Source: an optimization exercise on an open RTL-to-GDS flow (aim: small area, a short achievable clock period and few clock cycles per item). Production flows keep margins and buffers that such runs may drop.

Setup of v7:
==> flow/design.v <==
module emrka_top (
    input  wire        clk,
    input  wire        rst_n,
    input  wire        sel,
    input  wire        wr,
    input  wire [4:0]  addr,
    input  wire [1:0]  size,
    input  wire [31:0] wdata,
    output reg  [31:0] rdata,
    output reg         err
);
    localparam [2:0] R_KEY_LO  = 3'd0,
                     R_KEY_HI  = 3'd1,
                     R_DIN_LO  = 3'd2,
                     R_DIN_HI  = 3'd3,
                     R_DOUT_LO = 3'd4,
                     R_DOUT_HI = 3'd5,
                     R_CTRL    = 3'd6,
                     R_STATUS  = 3'd7;
    reg [63:0] key_q;
    reg [63:0] din_q;
    reg [63:0] dout_q;    
    reg        dv_q;      
    reg        busy_q;
    reg        done_q;
    reg        err_cmd_q;
    reg        err_busy_q;
    reg [31:0] h_q;
    reg [31:0] l_q;       
    reg [5:0]  i_q;       
    reg [4:0]  p_q;       
    reg        mode_q;    
    wire       admit  = (size == 2'b10) && (addr[1:0] == 2'b00);
    wire [2:0] reg_ix = addr[4:2];
    wire       do_wr  = sel && admit &&  wr;
    wire wr_droppable = (reg_ix != R_DOUT_LO) && (reg_ix != R_DOUT_HI) &&
                        (reg_ix != R_STATUS);
    wire busy_drop = do_wr && busy_q && wr_droppable;
    wire wr_ok     = do_wr && !busy_q;
    wire cmd_hi0   = (wdata[31:2] == 30'd0);
    wire cmd_write = wr_ok && (reg_ix == R_CTRL);
    wire start     = cmd_write && cmd_hi0 && (wdata[1] ^ wdata[0]);
    wire cmd_bad   = cmd_write && !(cmd_hi0 && !(wdata[1] && wdata[0]));
    wire st_write  = do_wr && (reg_ix == R_STATUS);
    always @(*) begin
        rdata = 32'h0000_0000;
        err   = 1'b0;
        if (sel) begin
            if (!admit) begin
                err = 1'b1;
            end else if (!wr) begin
                case (reg_ix)
                    R_DIN_LO:  rdata = din_q[31:0];
                    R_DIN_HI:  rdata = din_q[63:32];
                    R_DOUT_LO: rdata = dv_q ? dout_q[31:0]  : 32'd0;
                    R_DOUT_HI: rdata = dv_q ? dout_q[63:32] : 32'd0;
                    R_STATUS:  rdata = {28'd0, err_busy_q, err_cmd_q, done_q, busy_q};
                    default:   rdata = 32'h0000_0000;
                endcase
            end
        end
    end
    wire [4:0]  p   = p_q;
    wire [2:0]  ri  = i_q[2:0];                   
    wire [31:0] la  = l_q + {27'd0, p};           
    wire [31:0] pz  = {27'd0, p};
    wire [31:0] cs  = h_q ^ l_q ^ pz;
    wire [31:0] cc  = (h_q & l_q) | (h_q & pz) | (l_q & pz);
    wire [31:0] hn  = cs + {cc[30:0], 1'b0};
    reg  [31:0] lr;                               
    always @(*) begin
        case (ri)
            3'd0: lr = {la[30:0], la[31]};        
            3'd1: lr = {la[2:0],  la[31:3]};      
            3'd2: lr = {la[27:0], la[31:28]};     
            3'd3: lr = {la[23:0], la[31:24]};     
            3'd4: lr = {la[14:0], la[31:15]};     
            3'd5: lr = {la[19:0], la[31:20]};     
            3'd6: lr = {la[28:0], la[31:29]};     
            default: lr = {la[17:0], la[31:18]};  
        endcase
    end
    wire [31:0] xn  = lr ^ hn;                    
    wire        k_use   = busy_q ? mode_q : wdata[1];
    wire [63:0] k_eff   = k_use ? key_q : 64'd0;
    wire [63:0] t_start = din_q ^ k_eff;
    wire        fin     = i_q[5];
    wire [31:0] wd_r  = wdata & {32{rst_n}};
    wire        we_kl = !rst_n || (wr_ok && reg_ix == R_KEY_LO);
    wire        we_kh = !rst_n || (wr_ok && reg_ix == R_KEY_HI);
    wire        we_dl = !rst_n || (wr_ok && reg_ix == R_DIN_LO);
    wire        we_dh = !rst_n || (wr_ok && reg_ix == R_DIN_HI);
    wire [63:0] res   = {h_q, la} ^ k_eff;
    always @(posedge clk) begin
        if (we_kl) key_q[31:0]  <= wd_r;
        if (we_kh) key_q[63:32] <= wd_r;
        if (we_dl) din_q[31:0]  <= wd_r;
        if (we_dh) din_q[63:32] <= wd_r;
        if (busy_q && fin) dout_q <= res;
    end
    always @(posedge clk) begin
        if (!rst_n) begin
            busy_q     <= 1'b0;
            done_q     <= 1'b0;
            dv_q       <= 1'b0;
            err_cmd_q  <= 1'b0;
            err_busy_q <= 1'b0;
        end else begin
            if (busy_drop)
                err_busy_q <= 1'b1;
            if (cmd_bad)
                err_cmd_q <= 1'b1;
            if (st_write) begin
                if (wdata[1]) done_q     <= 1'b0;
                if (wdata[2]) err_cmd_q  <= 1'b0;
                if (wdata[3]) err_busy_q <= 1'b0;
            end
            if (start) begin
                busy_q <= 1'b1;
                done_q <= 1'b0;
            end
            if (busy_q && fin) begin
                dv_q   <= 1'b1;
                busy_q <= 1'b0;
                done_q <= 1'b1;
            end
        end
    end
    always @(posedge clk) begin
        if (!busy_q) begin
            h_q     <= t_start[63:32];
            l_q     <= t_start[31:0];
            i_q     <= 6'd0;
            p_q     <= 5'd0;
            mode_q  <= wdata[1];
        end else begin
            h_q     <= hn;
            l_q     <= xn;
            i_q     <= i_q + 6'd1;
            p_q     <= i_q[4:0];
        end
    end
endmodule
make LEC_CHECK=0 ABC_CLOCK_PERIOD_IN_PS=3000 CAP_MARGIN=20 CORE_MARGIN=2 CORE_UTILIZATION=40 PLACE_DENSITY=0.6 SETUP_SLACK_MARGIN=2.4 SLEW_MARGIN=20 finish   # period 5.5 ns
run.sh (not shown) runs the stock make flow with config.mk's settings and CLKGATE_MAP_FILE= SYNTH_SCRIPT=/design/flow/synth_recipe.tcl, a recipe that flattens the netlist after the stock synthesis.
Here is what was changed in the inputs of v2 compared with v7.
--- a/flow/design.v
+++ b/flow/design.v
@@ -41,25 +41,22 @@
     wire cmd_write = wr_ok && (reg_ix == R_CTRL);
     wire start     = cmd_write && cmd_hi0 && (wdata[1] ^ wdata[0]);
     wire cmd_bad   = cmd_write && !(cmd_hi0 && !(wdata[1] && wdata[0]));
     wire st_write  = do_wr && (reg_ix == R_STATUS);
+    wire       rd_ok  = sel && !wr && admit;
+    wire       s_dl   = (reg_ix == R_DIN_LO);
+    wire       s_dh   = (reg_ix == R_DIN_HI);
+    wire       s_ol   = (reg_ix == R_DOUT_LO) && dv_q;
+    wire       s_oh   = (reg_ix == R_DOUT_HI) && dv_q;
+    wire       s_st   = (reg_ix == R_STATUS);
+    wire [31:0] rsel  = ({32{s_dl}} & din_q[31:0])
+                      | ({32{s_dh}} & din_q[63:32])
+                      | ({32{s_ol}} & dout_q[31:0])
+                      | ({32{s_oh}} & dout_q[63:32])
+                      | ({32{s_st}} & {28'd0, err_busy_q, err_cmd_q, done_q, busy_q});
     always @(*) begin
-        rdata = 32'h0000_0000;
-        err   = 1'b0;
-        if (sel) begin
-            if (!admit) begin
-                err = 1'b1;
-            end else if (!wr) begin
-                case (reg_ix)
-                    R_DIN_LO:  rdata = din_q[31:0];
-                    R_DIN_HI:  rdata = din_q[63:32];
-                    R_DOUT_LO: rdata = dv_q ? dout_q[31:0]  : 32'd0;
-                    R_DOUT_HI: rdata = dv_q ? dout_q[63:32] : 32'd0;
-                    R_STATUS:  rdata = {28'd0, err_busy_q, err_cmd_q, done_q, busy_q};
-                    default:   rdata = 32'h0000_0000;
-                endcase
-            end
-        end
+        rdata = {32{rd_ok}} & rsel;
+        err   = sel && !admit;
     end
     wire [4:0]  p   = p_q;
     wire [2:0]  ri  = i_q[2:0];                   
     wire [31:0] la  = l_q + {27'd0, p};           
==> summary.txt <==
- Between v7 and v2, number of nets in the synthesized netlist is higher for v2, v7 comes in under that.
- Mapped cell area ends up higher on v2.
- Post-synthesis compound-gate area fraction ended up 0.19 points higher on v2 than on v7.
- Pin count of the biggest net entering global routing (v2 over v7): increase, 13%
- Of the two values seen for cell with the largest stage delay on the worst path, sky130_fd_sc_hd__and4b_4 was produced by v2 and sky130_fd_sc_hd__a222oi_1 by v7.
- v7 → v2: number of setup buffers added after CTS climbed 38; fraction of synthesized cell area in xor and xnor cells now sits higher.
Function was not checked in any run of this note: the RTL went through the layout flow alone.

## static timing again, ports no longer ideal
No port has a modelled driver above. Below, the same layouts with a new extraction and two added sets of constraints. Step 1, drivers: a clkbuf_16 drives clk and a buf_2 each remaining input, both assumed. Step 2 adds t to the input delays and takes it off the output delays; t is the mean of the earliest and latest rising clock arrival at the registers after step 1. Input paths then give back, and output paths get back, about the clock's delay inside the block. Slacks: ideal ports / drivers / drivers and shift; pairs: ideal ports / drivers.
run	t, ns	slack for setup (ns)	worst register clock-pin slew, ns	worst data-port slew with drivers (ns)	cell pins on the clock port's net
v7	0.615	1.927 / 1.888 / 1.888	0.06 / 0.06	0.07	1
v2	0.619	1.956 / 1.921 / 1.897	0.07 / 0.07	0.06	1
After both steps every run listed still meets setup and hold. For v2, which loses most, drivers alone change the setup slack by -0.035 ns; drivers and shift together by -0.059 ns.
